Background: an optimization exercise with open tools, aiming at small area, a short achievable clock period and few clock cycles. Do not read the settings as production practice.
Only simulation tests tie the RTL to the original design; equivalence was not proved.
Power figures rest on the tool's default switching activity, not on a simulated workload.

$ cat flow/design.v
module dfe_delta_cb (
    input  wire [4:0]  idx,
    output reg  [3:0]  len,
    output reg  [13:0] codel
);
    always @(*) begin
        case (idx)
            5'd0: begin len = 4'd2; codel = 14'h0000; end
            5'd1: begin len = 4'd2; codel = 14'h1000; end
            5'd2: begin len = 4'd3; codel = 14'h2000; end
            5'd3: begin len = 4'd3; codel = 14'h2800; end
            5'd4: begin len = 4'd4; codel = 14'h3000; end
            5'd5: begin len = 4'd4; codel = 14'h3400; end
            5'd6: begin len = 4'd5; codel = 14'h3800; end
            5'd7: begin len = 4'd5; codel = 14'h3a00; end
            5'd8: begin len = 4'd6; codel = 14'h3c00; end
            5'd9: begin len = 4'd6; codel = 14'h3d00; end
            5'd10: begin len = 4'd7; codel = 14'h3e00; end
            5'd11: begin len = 4'd7; codel = 14'h3e80; end
            5'd12: begin len = 4'd8; codel = 14'h3f00; end
            5'd13: begin len = 4'd8; codel = 14'h3f40; end
            5'd14: begin len = 4'd8; codel = 14'h3f80; end
            5'd15: begin len = 4'd9; codel = 14'h3fc0; end
            5'd16: begin len = 4'd10; codel = 14'h3fe0; end
            5'd17: begin len = 4'd14; codel = 14'h3ff2; end
            5'd18: begin len = 4'd14; codel = 14'h3ff3; end
            5'd19: begin len = 4'd14; codel = 14'h3ff4; end
            5'd20: begin len = 4'd14; codel = 14'h3ff5; end
            5'd21: begin len = 4'd14; codel = 14'h3ff6; end
            5'd22: begin len = 4'd14; codel = 14'h3ff7; end
            5'd23: begin len = 4'd14; codel = 14'h3ff8; end
            5'd24: begin len = 4'd14; codel = 14'h3ff9; end
            5'd25: begin len = 4'd14; codel = 14'h3ffa; end
            5'd26: begin len = 4'd14; codel = 14'h3ffb; end
            5'd27: begin len = 4'd14; codel = 14'h3ffc; end
            5'd28: begin len = 4'd14; codel = 14'h3ffd; end
            5'd29: begin len = 4'd14; codel = 14'h3ffe; end
            5'd30: begin len = 4'd14; codel = 14'h3fff; end
            5'd31: begin len = 4'd13; codel = 14'h3ff0; end
            default: begin len = 4'd0; codel = 14'h0; end
        endcase
    end
endmodule
module dfe_delta_fld (
    input  wire [16:0] oh,
    input  wire [15:0] raw,
    output wire [25:0] fld,
    output wire [4:0]  tlen
);
    wire [25:0] f0 = 26'h0000000;
    wire [25:0] f1 = 26'h1000000 | ({10'd0, raw & 16'h0001} << 23);
    wire [25:0] f2 = 26'h2000000 | ({10'd0, raw & 16'h0003} << 21);
    wire [25:0] f3 = 26'h2800000 | ({10'd0, raw & 16'h0007} << 20);
    wire [25:0] f4 = 26'h3000000 | ({10'd0, raw & 16'h000f} << 18);
    wire [25:0] f5 = 26'h3400000 | ({10'd0, raw & 16'h001f} << 17);
    wire [25:0] f6 = 26'h3800000 | ({10'd0, raw & 16'h003f} << 15);
    wire [25:0] f7 = 26'h3a00000 | ({10'd0, raw & 16'h007f} << 14);
    wire [25:0] f8 = 26'h3c00000 | ({10'd0, raw & 16'h00ff} << 12);
    wire [25:0] f9 = 26'h3d00000 | ({10'd0, raw & 16'h01ff} << 11);
    wire [25:0] f10 = 26'h3e00000 | ({10'd0, raw & 16'h03ff} << 9);
    wire [25:0] f11 = 26'h3e80000 | ({10'd0, raw & 16'h07ff} << 8);
    wire [25:0] f12 = 26'h3f00000 | ({10'd0, raw & 16'h0fff} << 6);
    wire [25:0] f13 = 26'h3f40000 | ({10'd0, raw & 16'h1fff} << 5);
    wire [25:0] f14 = 26'h3f80000 | ({10'd0, raw & 16'h3fff} << 4);
    wire [25:0] f15 = 26'h3fc0000 | ({10'd0, raw & 16'h7fff} << 2);
    wire [25:0] f16 = 26'h3fe0000 | ({10'd0, raw & 16'hffff} << 0);
    assign fld = ({26{oh[0]}} & f0) |
                 ({26{oh[1]}} & f1) |
                 ({26{oh[2]}} & f2) |
                 ({26{oh[3]}} & f3) |
                 ({26{oh[4]}} & f4) |
                 ({26{oh[5]}} & f5) |
                 ({26{oh[6]}} & f6) |
                 ({26{oh[7]}} & f7) |
                 ({26{oh[8]}} & f8) |
                 ({26{oh[9]}} & f9) |
                 ({26{oh[10]}} & f10) |
                 ({26{oh[11]}} & f11) |
                 ({26{oh[12]}} & f12) |
                 ({26{oh[13]}} & f13) |
                 ({26{oh[14]}} & f14) |
                 ({26{oh[15]}} & f15) |
                 ({26{oh[16]}} & f16);
    assign tlen[0] = oh[1] | oh[2] | oh[5] | oh[6] | oh[9] | oh[10] | oh[13];
    assign tlen[1] = oh[0] | oh[1] | oh[3] | oh[6] | oh[8] | oh[9] | oh[11] | oh[14] | oh[16];
    assign tlen[2] = oh[2] | oh[3] | oh[7] | oh[8] | oh[9] | oh[12] | oh[13] | oh[14];
    assign tlen[3] = oh[4] | oh[5] | oh[6] | oh[7] | oh[8] | oh[9] | oh[15] | oh[16];
    assign tlen[4] = oh[10] | oh[11] | oh[12] | oh[13] | oh[14] | oh[15] | oh[16];
endmodule
module dfe_run_cb (
    input  wire [7:0]  idx,
    output reg  [4:0]  len,
    output reg  [19:0] bitsl
);
    wire [7:0] lo20 = idx + 8'h49;
    wire [7:0] lo19 = idx + 8'hbe;
    always @(*) begin
        case (idx)
            8'd0: begin len = 5'd2; bitsl = 20'h00000; end
            8'd1: begin len = 5'd3; bitsl = 20'h40000; end
            8'd2: begin len = 5'd3; bitsl = 20'h60000; end
            8'd3: begin len = 5'd3; bitsl = 20'h80000; end
            8'd4: begin len = 5'd4; bitsl = 20'ha0000; end
            8'd5: begin len = 5'd4; bitsl = 20'hb0000; end
            8'd6: begin len = 5'd4; bitsl = 20'hc0000; end
            8'd7: begin len = 5'd5; bitsl = 20'hd0000; end
            8'd8: begin len = 5'd5; bitsl = 20'hd8000; end
            8'd9: begin len = 5'd5; bitsl = 20'he0000; end
            8'd10: begin len = 5'd6; bitsl = 20'he8000; end
            8'd11: begin len = 5'd6; bitsl = 20'hec000; end
            8'd12: begin len = 5'd6; bitsl = 20'hf0000; end
            8'd13: begin len = 5'd7; bitsl = 20'hf4000; end
            8'd14: begin len = 5'd7; bitsl = 20'hf6000; end
            8'd15: begin len = 5'd8; bitsl = 20'hfa000; end
            8'd16: begin len = 5'd8; bitsl = 20'hfb000; end
            8'd17: begin len = 5'd8; bitsl = 20'hfc000; end
            8'd18: begin len = 5'd9; bitsl = 20'hfd000; end
            8'd19: begin len = 5'd9; bitsl = 20'hfd800; end
            8'd20: begin len = 5'd9; bitsl = 20'hfe000; end
            8'd21: begin len = 5'd10; bitsl = 20'hfe800; end
            8'd22: begin len = 5'd10; bitsl = 20'hfec00; end
            8'd23: begin len = 5'd10; bitsl = 20'hff000; end
            8'd24: begin len = 5'd11; bitsl = 20'hff400; end
            8'd25: begin len = 5'd11; bitsl = 20'hff600; end
            8'd26: begin len = 5'd11; bitsl = 20'hff800; end
            8'd27: begin len = 5'd12; bitsl = 20'hffa00; end
            8'd28: begin len = 5'd12; bitsl = 20'hffb00; end
            8'd29: begin len = 5'd13; bitsl = 20'hffc00; end
            8'd30: begin len = 5'd13; bitsl = 20'hffc80; end
            8'd31: begin len = 5'd13; bitsl = 20'hffd00; end
            8'd32: begin len = 5'd14; bitsl = 20'hffd80; end
            8'd33: begin len = 5'd14; bitsl = 20'hffdc0; end
            8'd34: begin len = 5'd14; bitsl = 20'hffe00; end
            8'd35: begin len = 5'd15; bitsl = 20'hffe40; end
            8'd36: begin len = 5'd15; bitsl = 20'hffe60; end
            8'd37: begin len = 5'd15; bitsl = 20'hffe80; end
            8'd38: begin len = 5'd16; bitsl = 20'hffea0; end
            8'd39: begin len = 5'd16; bitsl = 20'hffeb0; end
            8'd40: begin len = 5'd17; bitsl = 20'hffec0; end
            8'd41: begin len = 5'd17; bitsl = 20'hffec8; end
            8'd42: begin len = 5'd17; bitsl = 20'hffed0; end
            8'd43: begin len = 5'd18; bitsl = 20'hffed8; end
            8'd44: begin len = 5'd18; bitsl = 20'hffedc; end
            8'd45: begin len = 5'd18; bitsl = 20'hffee0; end
            8'd46: begin len = 5'd19; bitsl = 20'hffee4; end
            8'd47: begin len = 5'd19; bitsl = 20'hffee6; end
            8'd48: begin len = 5'd19; bitsl = 20'hffee8; end
            8'd255: begin len = 5'd7; bitsl = 20'hf8000; end
            default: if (idx >= 8'd183) begin len = 5'd19; bitsl = {11'h7ff, lo19, 1'b0}; end
                     else begin len = 5'd20; bitsl = {12'hfff, lo20}; end
        endcase
    end
endmodule
module dfe_top (
    input  wire        clk,
    input  wire        rst,
    input  wire        cmd_valid,
    output wire        cmd_ready,
    input  wire [63:0] cmd_data,
    input  wire [7:0]  reg_addr,
    output reg  [31:0] reg_rdata,
    output wire        sink_valid,
    output wire [7:0]  sink_data,
    input  wire        sink_ready,
    input  wire        sink_err
);
    localparam [1:0] S_UNCONF = 2'd0, S_IDLE = 2'd1, S_FRAME = 2'd2, S_ERROR = 2'd3;
    localparam [3:0] OP_NOP = 4'h0, OP_CONFIG = 4'h1, OP_FSTART = 4'h2, OP_PIXEL = 4'h3,
                     OP_PUTB = 4'h4, OP_FLUSH = 4'h5, OP_ENCD = 4'h6, OP_ENCR = 4'h7,
                     OP_CLEAR = 4'h8;
    localparam [2:0] R_OK = 3'd0, R_RESERVED = 3'd1, R_STATE = 3'd2, R_OPERAND = 3'd3,
                     R_MISMATCH = 3'd4, R_PENDING = 3'd5, R_OVERFLOW = 3'd6,
                     R_ABORT = 3'd7;
    localparam [3:0] Q_IDLE   = 4'd0,    
                     Q_MUL    = 4'd1,    
                     Q_RUN    = 4'd2,    
                     Q_RESC   = 4'd3,    
                     Q_DELTA  = 4'd4,    
                     Q_DCODE  = 4'd5,    
                     Q_NORM   = 4'd6,    
                     Q_RAW    = 4'd7,    
                     Q_PIXUPD = 4'd8,    
                     Q_ENDUPD = 4'd9,    
                     Q_FLUSH  = 4'd10,   
                     Q_EMIT   = 4'd11,   
                     Q_FEND   = 4'd12,   
                     Q_LRESC  = 4'd13,   
                     Q_LDCODE = 4'd14,   
                     Q_LDELTA = 4'd15;   
    reg [1:0]  state;
    reg [15:0] cfg_w, cfg_h;
    reg [31:0] length;
    reg [31:0] pix_idx;
    reg [31:0] run_len;       
    reg [15:0] prev;
    reg [5:0]  rc_len_r;
    reg [31:0] rc_code_r;
    reg        rc_esc_r;      
    reg        run_zero;      
    reg        pv;            
    reg        pv_ovf;        
    reg        pbig;          
    reg [25:0] pfld;          
    reg [4:0]  pflen;         
    reg        pix_pend;      
    reg [31:0] acc;
    reg [6:0]  occ;           
    reg [6:0]  ocnt;          
    reg [6:0]  pbase;         
    reg        d_en;          
    reg [63:0] frame_bytes;
    reg [63:0] total_bytes;
    reg        done;
    reg [2:0]  resp;
    reg        err_abort;     
    reg [3:0]  step;
    reg [3:0]  ret_step;      
    reg [5:0]  cnt;           
    reg [5:0]  raw_n;         
    reg        flushing;      
    reg        closing;       
    reg        use_opnd;      
    reg        dneg_r;        
    reg        pix_last;      
    reg [31:0] opnd;          
    wire [3:0]  op    = cmd_data[63:60];
    wire [15:0] c_w   = cmd_data[31:16];
    wire [15:0] c_h   = cmd_data[15:0];
    wire [31:0] c_a   = cmd_data[31:0];
    wire [5:0]  c_n   = cmd_data[37:32];
    reg reserved;
    always @(*) begin
        case (op)
            OP_NOP, OP_FLUSH, OP_CLEAR:           reserved = |cmd_data[59:0];
            OP_CONFIG, OP_FSTART, OP_PIXEL,
            OP_ENCD, OP_ENCR:                     reserved = |cmd_data[59:32];
            OP_PUTB:                              reserved = |cmd_data[59:38];
            default:                              reserved = 1'b1;
        endcase
    end
    reg state_ok;
    always @(*) begin
        case (op)
            OP_CONFIG:                       state_ok = (state == S_UNCONF) || (state == S_IDLE);
            OP_FSTART:                       state_ok = (state == S_IDLE);
            OP_PIXEL:                        state_ok = (state == S_FRAME);
            OP_PUTB, OP_FLUSH, OP_ENCD, OP_ENCR:
                                             state_ok = (state == S_UNCONF) || (state == S_IDLE);
            default:                         state_ok = 1'b1;
        endcase
    end
    wire acc_empty   = !pv && (occ == 7'd0);                 
    wire operand_bad = ((op == OP_CONFIG) && ((c_w == 16'd0) || (c_h == 16'd0))) ||
                       ((op == OP_PUTB) && (c_n > 6'd32)) ||
                       ((op == OP_PIXEL) && (c_a[31:16] != 16'd0));
    wire mismatch    = (op == OP_FSTART) && ((c_w != cfg_w) || (c_h != cfg_h));
    wire pending     = ((op == OP_CONFIG) || (op == OP_FSTART)) && !acc_empty;
    wire overflow    = (op == OP_ENCD) && (c_a == 32'h8000_0000);
    reg [2:0] rej_code;
    always @(*) begin
        if (reserved)         rej_code = R_RESERVED;
        else if (!state_ok)   rej_code = R_STATE;
        else if (operand_bad) rej_code = R_OPERAND;
        else if (mismatch)    rej_code = R_MISMATCH;
        else if (pending)     rej_code = R_PENDING;
        else if (overflow)    rej_code = R_OVERFLOW;
        else                  rej_code = R_OK;
    end
    wire        pix_valid = (c_a[15:0] != 16'd0);           
    wire [31:0] pix_next  = pix_idx + 32'd1;
    wire        is_last   = (pix_next == length);
    wire        in_idle   = (step == Q_IDLE);
    wire [15:0] ps   = c_a[15:0];
    wire [15:0] pp   = prev;
    wire [16:0] pdp  = {1'b0, ps} - {1'b0, pp};
    wire [16:0] pdn  = {1'b0, pp} - {1'b0, ps};
    wire        psgn = pdp[16];                              
    wire [15:0] pmag = psgn ? pdn[15:0] : pdp[15:0];
    wire [15:0] praw = psgn ? ~pdn[15:0] : pdp[15:0];        
    reg  [16:0] psm;                                         
    integer i;
    always @(*) begin
        psm[16] = 1'b0;
        for (i = 15; i >= 0; i = i - 1)
            psm[i] = psm[i + 1] | pmag[i];
    end
    wire [16:0] dk = {psm[15:0], 1'b1} & ~psm[16:0];        
    wire [25:0] dfld;
    wire [4:0]  dflen;
    dfe_delta_fld u_dfld (.oh(dk), .raw(praw), .fld(dfld), .tlen(dflen));
    function [5:0] bitlen;
        input [31:0] m;
        integer j;
        begin
            bitlen = 6'd0;
            for (j = 0; j < 32; j = j + 1)
                if (m[j]) bitlen = j + 1;
        end
    endfunction
    wire [5:0]  ek = bitlen(dneg_r ? ~opnd : opnd);
    wire [3:0]  eclen;
    wire [13:0] ecode;
    dfe_delta_cb u_dcb (.idx(ek[4:0]), .len(eclen), .codel(ecode));
    wire [5:0]  rc_len  = run_zero ? 6'd2  : rc_len_r;
    wire [31:0] rc_code = run_zero ? 32'd0 : rc_code_r;
    wire        rc_esc  = !run_zero && rc_esc_r;
    wire [31:0] run_len_eff = (run_zero || pv) ? 32'd0 : run_len;
    wire [31:0] run_inc = run_len_eff + 32'd1;
    wire [31:0] rval  = use_opnd ? opnd : run_len_eff;
    wire [31:0] rnext = (op == OP_ENCR) ? c_a : run_inc;
    wire        nesc  = (rnext > 32'd254);
    wire [7:0]  rcat  = nesc ? 8'd255 : rnext[7:0];
    wire [31:0] rraw  = rval - 32'd255;
    wire [4:0]  nlen;
    wire [19:0] ncode;
    dfe_run_cb u_rcb (.idx(rcat), .len(nlen), .bitsl(ncode));
    wire [6:0]  ocs     = occ;
    wire [31:0] gv      = rc_code;
    wire [5:0]  gn      = rc_len;
    wire        ins_d   = d_en;
    wire [6:0]  gend    = ocs + {1'b0, gn};
    wire [6:0]  dpos_at = pbase;                            
    wire [6:0]  occ_ins = ins_d ? dpos_at + {2'd0, pflen} : gend;
    wire [77:0] g_ins   = {gv, 46'd0} >> ocs;
    wire [77:0] d_ins   = ins_d ? ({pfld, 52'd0} >> dpos_at) : 78'd0;
    wire [77:0] win_ins = {acc, 46'd0} | g_ins | d_ins;
    wire        ovf     = (occ_ins > 7'd32);
    wire        pv_busy = pv && (pv_ovf || rc_esc || pix_last);
    assign cmd_ready  = in_idle && !pv_busy;
    assign sink_valid = (step == Q_EMIT) || (in_idle && pv && pv_ovf);
    wire [6:0]  occ_nx  = pv ? occ_ins : occ;
    wire [6:0]  base_nx = occ_nx + (pv ? 7'd2 : {1'b0, rc_len});
    wire [6:0]  room_nx = 7'd32 - base_nx;
    wire        ovf_nx  = (base_nx > 7'd32) ||
                          (!(!pv && rc_esc) && ({2'd0, dflen} > room_nx));
    wire [6:0]  room64  = 7'd64 - base_nx;
    wire        big_nx  = !(!pv && rc_esc) && ({2'd0, dflen} > room64);
    reg  [7:0]  acc_byte;
    always @(*) begin
        case (cnt[1:0])
            2'd0:    acc_byte = acc[31:24];
            2'd1:    acc_byte = acc[23:16];
            2'd2:    acc_byte = acc[15:8];
            default: acc_byte = acc[7:0];
        endcase
    end
    assign sink_data  = (step == Q_EMIT) ? acc_byte : win_ins[77:70];
    wire [3:0]  after_run = closing ? Q_ENDUPD : use_opnd ? Q_IDLE : Q_LDELTA;
    reg  [3:0]  ins_next;
    always @(*) begin
        case (step)
            Q_RUN:   ins_next = rc_esc ? Q_LRESC : after_run;
            Q_RESC:  ins_next = after_run;
            Q_DELTA: ins_next = Q_PIXUPD;
            Q_DCODE: ins_next = (raw_n == 6'd0) ? Q_IDLE : Q_NORM;
            default: ins_next = Q_IDLE;                      
        endcase
    end
    wire [6:0]  ocnt_sub8 = (ocnt > 7'd8) ? (ocnt - 7'd8) : 7'd0;
    wire [16:0] mul_sum = {1'b0, length[31:16]} + (length[0] ? {1'b0, cfg_w} : 17'd0);
    always @(posedge clk) begin
        if (rst) begin
            state       <= S_UNCONF;
            cfg_w       <= 16'd0;
            cfg_h       <= 16'd0;
            length      <= 32'd0;
            pix_idx     <= 32'd0;
            run_zero <= 1'b1;
            prev        <= 16'd0;
            acc         <= 32'd0;
            occ         <= 7'd0;
            frame_bytes <= 64'd0;
            total_bytes <= 64'd0;
            done        <= 1'b0;
            resp        <= R_OK;
            err_abort   <= 1'b0;
            step        <= Q_IDLE;
            pix_pend    <= 1'b0;
            pv          <= 1'b0;
            d_en        <= 1'b0;
        end else begin
            case (step)
                Q_IDLE: begin
                  if (pv) begin
                    if (pv_ovf) begin
                        if (sink_ready) begin
                            pv <= 1'b0;
                            if (sink_err) begin
                                state     <= S_ERROR;
                                err_abort <= 1'b1;
                                resp      <= R_ABORT;
                                acc       <= 32'd0;
                                occ       <= 7'd0;
                                done      <= 1'b0;
                                pix_idx   <= pix_idx - 32'd1;
                                prev      <= opnd[31:16];
                                pix_pend  <= 1'b0;
                                d_en      <= 1'b0;
                            end else begin
                                total_bytes <= total_bytes + 64'd1;
                                if (state == S_FRAME)
                                    frame_bytes <= frame_bytes + 64'd1;
                                acc      <= win_ins[77:46];
                                ocnt     <= occ_ins - 7'd8;
                                cnt      <= 6'd1;
                                flushing <= 1'b0;
                                ret_step <= rc_esc ? Q_LRESC : pbig ? Q_LDELTA : Q_PIXUPD;
                                step     <= Q_EMIT;
                            end
                        end
                    end else begin
                        pv   <= 1'b0;
                        d_en <= 1'b0;
                        acc  <= win_ins[77:46];
                        occ  <= occ_ins;
                        if (rc_esc) begin
                            step <= Q_LRESC;
                        end else begin
                            run_zero <= 1'b1;
                            pix_pend <= 1'b0;
                            if (pix_last) begin
                                closing <= 1'b1;
                                step    <= Q_RUN;
                            end
                        end
                    end
                  end
                  if (cmd_valid && !pv_busy) begin
                    closing  <= 1'b0;
                    use_opnd <= 1'b0;
                    pix_last <= is_last;
                    resp     <= rej_code;
                    if (rej_code == R_OK) begin
                        case (op)
                            OP_CONFIG: begin
                                cfg_w       <= c_w;
                                cfg_h       <= c_h;
                                length      <= {16'd0, c_h};
                                cnt         <= 6'd0;
                                total_bytes <= 64'd0;
                                frame_bytes <= 64'd0;
                                done        <= 1'b0;
                                pix_idx     <= 32'd0;
                                run_zero <= 1'b1;
                                prev        <= 16'd0;
                                state       <= S_IDLE;
                                step        <= Q_MUL;
                            end
                            OP_FSTART: begin
                                run_zero <= 1'b1;
                                prev        <= 16'd0;
                                pix_idx     <= 32'd0;
                                frame_bytes <= 64'd0;
                                done        <= 1'b0;
                                state       <= S_FRAME;
                            end
                            OP_PIXEL: begin
                                pix_idx <= pix_next;
                                if (pix_valid) begin
                                    opnd     <= {prev, c_a[15:0]};
                                    prev     <= c_a[15:0];
                                    pfld     <= dfld;
                                    pflen    <= dflen;
                                    pv       <= 1'b1;
                                    pv_ovf   <= ovf_nx;
                                    pbase    <= base_nx;
                                    pbig     <= big_nx;
                                    d_en     <= !(!pv && rc_esc) && !big_nx;
                                    pix_pend <= 1'b1;
                                end else begin
                                    run_len <= run_inc; rc_len_r <= {1'b0, nlen}; rc_code_r <= {ncode, 12'd0}; rc_esc_r <= nesc; run_zero <= 1'b0;
                                    if (is_last) begin
                                        closing <= 1'b1;
                                        step    <= Q_RUN;
                                    end
                                end
                            end
                            OP_PUTB: begin
                                opnd    <= c_a;
                                raw_n   <= c_n;
                                cnt     <= c_n;
                                run_len <= run_len_eff;
                                step    <= Q_NORM;
                            end
                            OP_FLUSH: step <= Q_FLUSH;
                            OP_ENCD: begin
                                opnd    <= c_a[31] ? (c_a - 32'd1) : c_a;
                                dneg_r  <= c_a[31];
                                run_len <= run_len_eff;
                                step    <= Q_LDCODE;
                            end
                            OP_ENCR: begin
                                opnd     <= c_a;
                                use_opnd <= 1'b1;
                                run_len  <= run_len_eff;
                                rc_len_r  <= {1'b0, nlen};
                                rc_code_r <= {ncode, 12'd0};
                                rc_esc_r  <= nesc;
                                run_zero  <= 1'b0;
                                step     <= Q_RUN;
                            end
                            OP_CLEAR: begin
                                acc       <= 32'd0;
                                occ       <= 7'd0;
                                run_zero <= 1'b1;
                                prev      <= 16'd0;
                                pix_idx   <= 32'd0;
                                done      <= 1'b0;
                                err_abort <= 1'b0;
                                state     <= (cfg_w != 16'd0) ? S_IDLE : S_UNCONF;
                            end
                            default: ;
                        endcase
                    end
                  end
                end
                Q_MUL: begin
                    length <= {mul_sum, length[15:1]};
                    cnt    <= cnt + 6'd1;
                    if (cnt == 6'd15) step <= Q_IDLE;
                end
                Q_RUN, Q_RESC, Q_DELTA, Q_DCODE, Q_RAW: begin
                    acc   <= win_ins[77:46];
                    ocnt  <= occ_ins;
                    if (!ovf) occ <= occ_ins;
                    if (step == Q_DCODE)
                        cnt <= raw_n;
                    if (ovf) begin
                        cnt      <= 6'd0;
                        flushing <= 1'b0;
                        ret_step <= ins_next;
                        step     <= Q_EMIT;
                    end else if (step == Q_RUN && closing && !rc_esc) begin
                        run_zero <= 1'b1;
                        flushing <= 1'b1;
                        cnt      <= 6'd0;
                        ret_step <= Q_FEND;
                        step     <= Q_EMIT;
                    end else begin
                        step <= ins_next;
                    end
                end
                Q_LRESC: begin
                    rc_code_r <= rraw;
                    rc_len_r  <= 6'd32;
                    rc_esc_r  <= 1'b0;
                    run_zero  <= 1'b0;
                    step      <= Q_RESC;
                end
                Q_LDELTA: begin
                    d_en      <= 1'b1;
                    pbase     <= occ;
                    rc_code_r <= 32'd0;
                    rc_len_r  <= 6'd0;
                    rc_esc_r  <= 1'b0;
                    run_zero  <= 1'b0;
                    step      <= Q_DELTA;
                end
                Q_LDCODE: begin
                    rc_code_r <= {ecode, 18'd0};
                    rc_len_r  <= {2'd0, eclen};
                    rc_esc_r  <= 1'b0;
                    run_zero  <= 1'b0;
                    raw_n     <= ek;
                    step      <= Q_DCODE;
                end
                Q_NORM: begin
                    if (cnt == 6'd32) begin
                        rc_code_r <= opnd;
                        rc_len_r  <= raw_n;
                        rc_esc_r  <= 1'b0;
                        run_zero  <= 1'b0;
                        step      <= Q_RAW;
                    end else begin
                        opnd <= {opnd[30:0], 1'b0};
                        cnt  <= cnt + 6'd1;
                    end
                end
                Q_PIXUPD: begin
                    run_zero <= 1'b1;
                    pix_pend <= 1'b0;
                    d_en     <= 1'b0;
                    if (pix_last) begin
                        closing <= 1'b1;
                        step    <= Q_RUN;
                    end else begin
                        step <= Q_IDLE;
                    end
                end
                Q_ENDUPD: begin
                    run_zero <= 1'b1;
                    flushing <= 1'b1;
                    cnt      <= 6'd0;
                    ocnt     <= occ;
                    ret_step <= Q_FEND;
                    step     <= Q_EMIT;
                end
                Q_FLUSH: begin
                    if (occ == 7'd0) begin
                        step <= closing ? Q_FEND : Q_IDLE;
                    end else begin
                        flushing <= 1'b1;
                        cnt      <= 6'd0;
                        ocnt     <= occ;
                        ret_step <= closing ? Q_FEND : Q_IDLE;
                        step     <= Q_EMIT;
                    end
                end
                Q_EMIT: if (sink_ready) begin
                    if (sink_err) begin
                        state     <= S_ERROR;
                        err_abort <= 1'b1;
                        resp      <= R_ABORT;
                        acc       <= 32'd0;
                        occ       <= 7'd0;
                        done      <= 1'b0;
                        step      <= Q_IDLE;
                        if (pix_pend) begin
                            pix_idx <= pix_idx - 32'd1;
                            prev    <= opnd[31:16];
                        end
                        pix_pend  <= 1'b0;
                        d_en      <= 1'b0;
                    end else begin
                        total_bytes <= total_bytes + 64'd1;
                        if (state == S_FRAME)
                            frame_bytes <= frame_bytes + 64'd1;
                        if (flushing && ocnt <= 7'd8)
                            acc <= 32'd0;                    
                        if (!flushing && cnt[1:0] == 2'd3) begin
                            acc   <= win_ins[45:14];
                        end
                        ocnt <= ocnt_sub8;
                        cnt  <= cnt + 6'd1;
                        if (flushing ? (ocnt <= 7'd8)
                                     : ((cnt[1:0] == 2'd3) && (ocnt <= 7'd40))) begin
                            occ <= ocnt_sub8;
                            if (ret_step == Q_PIXUPD) begin
                                run_zero <= 1'b1;
                                pix_pend <= 1'b0;
                                d_en     <= 1'b0;
                                closing <= pix_last;
                                step    <= pix_last ? Q_RUN : Q_IDLE;
                            end else if (ret_step == Q_FEND) begin
                                state <= S_IDLE;
                                done  <= 1'b1;
                                step  <= Q_IDLE;
                            end else begin
                                cnt  <= raw_n;
                                step <= ret_step;
                            end
                        end
                    end
                end
                Q_FEND: begin
                    state <= S_IDLE;
                    done  <= 1'b1;
                    step  <= Q_IDLE;
                end
                default: step <= Q_IDLE;
            endcase
        end
    end
    wire [7:0] last_resp = (resp == R_ABORT) ? 8'h10 : {5'd0, resp};
    wire [6:0] free      = 7'd32 - (pv ? occ_ins : occ);     
    always @(*) begin
        case (reg_addr)
            8'h00: reg_rdata = {8'd0, 3'd0, err_abort, 4'd0, last_resp, 4'd0, acc_empty, done, state};
            8'h04: reg_rdata = {cfg_w, cfg_h};
            8'h08: reg_rdata = length;
            8'h0C: reg_rdata = pix_idx;
            8'h10: reg_rdata = run_len_eff;
            8'h14: reg_rdata = {16'd0, prev};
            8'h18: reg_rdata = pv ? win_ins[77:46] : acc;    
            8'h20: reg_rdata = {25'd0, free};
            8'h24: reg_rdata = frame_bytes[31:0];
            8'h28: reg_rdata = frame_bytes[63:32];
            8'h2C: reg_rdata = total_bytes[31:0];
            8'h30: reg_rdata = total_bytes[63:32];
            8'h34: reg_rdata = 32'h0020_1020;    
            default: reg_rdata = 32'd0;
        endcase
    end
endmodule
$ cat flow/run.sh
#!/bin/bash
# synth_recipe.tcl (not shown) runs the flow's synth.tcl, then flattens the netlist and writes it again
# the make line also repeats each setting of config.mk as NAME=value (left out here)
make -C /OpenROAD-flow-scripts/flow DESIGN_CONFIG=/design/flow/config.mk WORK_HOME=/design/flow/orfs CLKGATE_MAP_FILE= SYNTH_SCRIPT=/design/flow/synth_recipe.tcl finish
$ cat flow/config.mk
export PLATFORM = sky130hd
export DESIGN_NAME = dfe_top
export DESIGN_NICKNAME = dfe_top
export VERILOG_FILES = /design/flow/design.v
export SDC_FILE = /design/flow/constraint.sdc
export NUM_CORES = 4
export LEC_CHECK = 0
export CAP_MARGIN = 20
export CORE_MARGIN = 2
export CORE_UTILIZATION = 40
export CTS_BUF_LIST = sky130_fd_sc_hd__clkbuf_8
export SETUP_SLACK_MARGIN = 5
export SLEW_MARGIN = 20
export SYNTH_MEMORY_MAX_BITS = 16384
$ cat flow/constraint.sdc
create_clock -name core_clock -period 12.0 [get_ports {clk}]
set_input_delay 2.4000 -clock core_clock [delete_from_list [all_inputs] [get_ports {clk}]]
set_output_delay 2.4000 -clock core_clock [all_outputs]
set_load 0.01 [all_outputs]
==> flow_summary.toml <==
[power_and_ir_drop]
power_density_nw_per_um2 = 158
p_leak_nw = 17.1
power_mw = 7.88
vdd_ir_drop_max_mv = 0.103

[status]
status = "no timing/DRC/antenna violations"

[critical_path]
cpLargestDelayFamily = "simple AND/OR/NAND/NOR gates"
path_buf_inv = 3
start_kind = "primary input"
cp_slowest_cell = "or4_4"
crit_required_ps = 9600
critical_path.max_stage_delay_ps = 640
crit_arrival_ps = 4670
crit_type = "in -> out"
cp_max_fo = 11
cp_cell_sequence = "dlygate4sd2_1 -> or4_4 -> nor2_4 -> buf_12 -> a22o_1 -> a221oi_1 -> nand3_1 -> a21oi_2 -> o211ai_1 -> buf_2"
cp-end-kind = "primary output"

[final_layout]
num-nets-final = 6144
drive_gt1_share_pct = 11.7
final_cell_area_um2 = 50000
areaGrowthSynthToFinish_pct = 14.3

[global_routing]
grtUsageTotal_pct = 39.5
grt_max_degree = 125
grt_pass1_vias = 46500
antenna_found_initial = 19
grt_pass1_wl_um = 329000
grt-ovfl-total = 0

[sta]
fin_setup_tns_ps = 0
slew_headroom_pct = 18.8
finClkSkew_ps = 78.3
report.final.hold_viol_count = 0
rsz0062_at_grt = "yes"
finalSetupViolations = 0
fin_crit_ps = 7070
fin_crit_sh_pct = 58.9
fmax_ghz = 0.141
final_max_slew_viol_count = 0
tightestPinTransition_ps = 1220

[route]
post_drt_wl_per_cell_um = 31.0
drc = 0
ant_nets = 0
vias = 52000
finalWirelength_um = 232000
drtPass1Iterations = 11
drt_iter0_drc = 8786
viasPerCell = 6.97

[min_path]
hp-class = "reg -> reg"

[floorplan]
die-area_um2 = 112000
start_util_pct = 40.2
die_h_um = 335
die_x_um = 335
io_pins = 119
rows = 121
core_area_um2 = 109000

[placement]
placed_cell_area_um2 = 46100
hpwl_um = 173000
gp_congestion = 1.08
portBuffers = 118

[logic_synthesis]
synthCells = 6007
synthFlopType = "dfxtp_1"
syn_area_per_cell_um2 = 7.28
yosysWarnings = 3
synth_edf_count = 171
synth-seq-cells = 465
yosysUniqueCellTypes = 108
yosysSeqAreaShare_pct = 25.2
synthArstFlopShare_pct = 0
synthesis.area_um2 = 43700
syn-num-nets = 6182

[clock_network]
cts_tree = "built"
htreeDepth = 3
cts_hold_buf = 0
worstSkewPairLatency_ps = 810
cts_sinks = 465
cts_buffers = 92
cts_root_buf = "clkbuf_8"
clock_path_buffers = 3
clkSlewWorstSetupHoldPaths_ps = 60

[run]
drv_cap = 0
==> layout by cell type (no fill, tap or decap), types with 33 or more instances in the layout <==
master,netlist,layout
nand4_1,116,116
dfxtp_1,294,290
or3_1,83,82
o21ai_0,460,442
ha_1,92,79
a21o_1,33,33
nand2b_1,42,41
edfxtp_1,171,171
xnor2_1,201,197
a22o_1,41,40
a21oi_1,463,453
nand3_1,232,224
and3_1,82,76
a222oi_1,37,37
nor2_1,645,621
nor2b_1,52,49
a31oi_1,72,67
a211oi_1,59,54
a221oi_1,93,78
nand2_1,725,722
a22oi_1,103,94
o211ai_1,51,51
buf_4,0,182
clkdlybuf4s50_1,0,67
o221ai_1,44,42
nor4_1,73,72
clkbuf_8,0,105
mux2i_1,115,111
inv_1,134,158
o22ai_1,68,67
nor3_1,197,186
mux2_2,37,37
xor2_1,104,99
and2_1,58,57
a311oi_1,42,40
==> power breakdown <==
part	internal, mW	total [mW]	switching, mW
Combinational	1.30	3.90	2.59
Sequential	1.89	2.24	0.351
Clock	0.892	1.74	0.847
==> cell families (layout without fill, tap and decap cells) <==
logic type | after synthesis | in the layout | synth area share, %
mux | 180 | 180 | 5.03
buf+inv | 617 | 650 | 5.46
fa+ha+maj | 98 | 98 | 2.91
other cells | 0 | 10 | 0
compound gates | 1853 | 1853 | 27.8
simple gates | 2484 | 2486 | 27.2
flops | 465 | 465 | 25.2
xor+xnor | 310 | 310 | 6.37
==> layout make-up <==
| cell class | instances | area (um2) |
|---|---|---|
| inverter | 139 | 552 |
| fill | 11000 | 58700 |
| tap | 1414 | 1770 |
| timing repair buffer | 343 | 3090 |
| clock buffer | 104 | 1430 |
| timing repair inverter | 1 | 5.00 |
| antenna | 10 | 25.0 |
| clock inverter | 63 | 440 |
| multi-input combinational | 4927 | 31600 |
| sequential | 465 | 11000 |
==> per-stage QoR <==
stage	hold WS [ps]	std cells	setup slack, ps	util, %
2_1_floorplan	449	6007	5020	-
3_3_place_gp	458	7201	2700	42.4
3_5_place_dp	472	7201	2690	42.4
4_1_cts	481	7427	5000	45.4
5_1_grt	519	7457	4910	45.9
6_report	483	7466	4930	46.0
==> layer usage <==
layer	track usage, %	part of all wire [%]
met1	51.9	38
met2	55.7	40
met3	13.5	14
met4	23.2	7.1
met5	0	0.064
==> tightest hold or removal path, cell delays in order (launching register included) <==
cell and delay, ps:
dfxtp_1 310, o21ai_0 70, a21oi_1 60
==> cells in the mapped netlist (41+ instances only) <==
master | instances | area share (%)
a211oi_1 | 59 | 1.0
a21oi_1 | 463 | 5.3
a221oi_1 | 93 | 1.9
a22o_1 | 41 | 0.82
a22oi_1 | 103 | 1.8
a311oi_1 | 42 | 0.84
a31oi_1 | 72 | 1.0
and2_1 | 58 | 0.83
and3_1 | 82 | 1.2
buf_1 | 48 | 0.41
clkbuf_1 | 397 | 3.4
dfxtp_1 | 294 | 13
edfxtp_1 | 171 | 12
ha_1 | 92 | 2.6
inv_1 | 134 | 1.2
mux2i_1 | 115 | 2.6
nand2_1 | 725 | 6.2
nand2b_1 | 42 | 0.60
nand3_1 | 232 | 2.7
nand4_1 | 116 | 1.7
nor2_1 | 645 | 5.5
nor2b_1 | 52 | 0.74
nor3_1 | 197 | 2.3
nor4_1 | 73 | 1.0
o211ai_1 | 51 | 0.88
o21ai_0 | 460 | 5.3
o221ai_1 | 44 | 0.88
o22ai_1 | 68 | 0.97
or3_1 | 83 | 1.2
xnor2_1 | 201 | 4.0
xor2_1 | 104 | 2.1
==> path summary, 6_finish.rpt <==
check / cells past startpoint / end / slack [ps] / startpoint
worst min-delay path: 2 / pix_pend / 480 / pix_pend
worst max register to register: 21 / rc_code_r[19] / 5110 / run_len[3]
worst min register to register: 2 / pix_pend / 480 / pix_pend
worst max-delay path: 10 / reg_rdata[4] / 4930 / reg_addr[6]
==> what timing repair did <==
item                       4_1_cts  5_1_grt
setup endpoints to repair       66       49
gates resized for setup        306       99
cloned                           5        1
pin swaps                       58       37
buffers inserted                54       26
==> registers in the layout, summed over array words and instances (netlist names), 16 cells and up <==
| name | cells |
|---|---|
| acc | 32 |
| cfg_h | 16 |
| cfg_w | 16 |
| frame_bytes | 64 |
| length | 32 |
| opnd | 32 |
| pfld | 26 |
| pix_idx | 32 |
| prev | 16 |
| rc_code_r | 32 |
| run_len | 32 |
| total_bytes | 64 |
Testbench counts, summed over its fixed seeds: cycles 12,836.

-- port drivers added, routing unchanged --
In the flow no input, the clock included, has a driving cell. The finished layout below was timed again as built, in two steps.
Step 1 (the two cells are an assumption about what drives the block):
set clk [get_ports {clk}]
set_driving_cell -lib_cell sky130_fd_sc_hd__clkbuf_16 $clk
set_driving_cell -lib_cell sky130_fd_sc_hd__buf_2 [delete_from_list [all_inputs] $clk]
Step 2 adds t to the input delays and takes it off the output delays; t is the mean of the earliest and latest rising clock arrival at the registers after step 1. Input paths then give back, and output paths get back, about the clock's delay inside the block.
a / b / c = ideal ports / drivers / drivers and shift; a / b = the first two.
t (ns): 0.854
setup slack, ns: 4.927 / 4.909 / 4.171
latest minus earliest clock arrival (ns): 0.092 / 0.092
After both steps setup and hold are still met in this run. For this run, drivers alone change the setup slack by -0.018 ns; drivers and shift together by -0.756 ns.
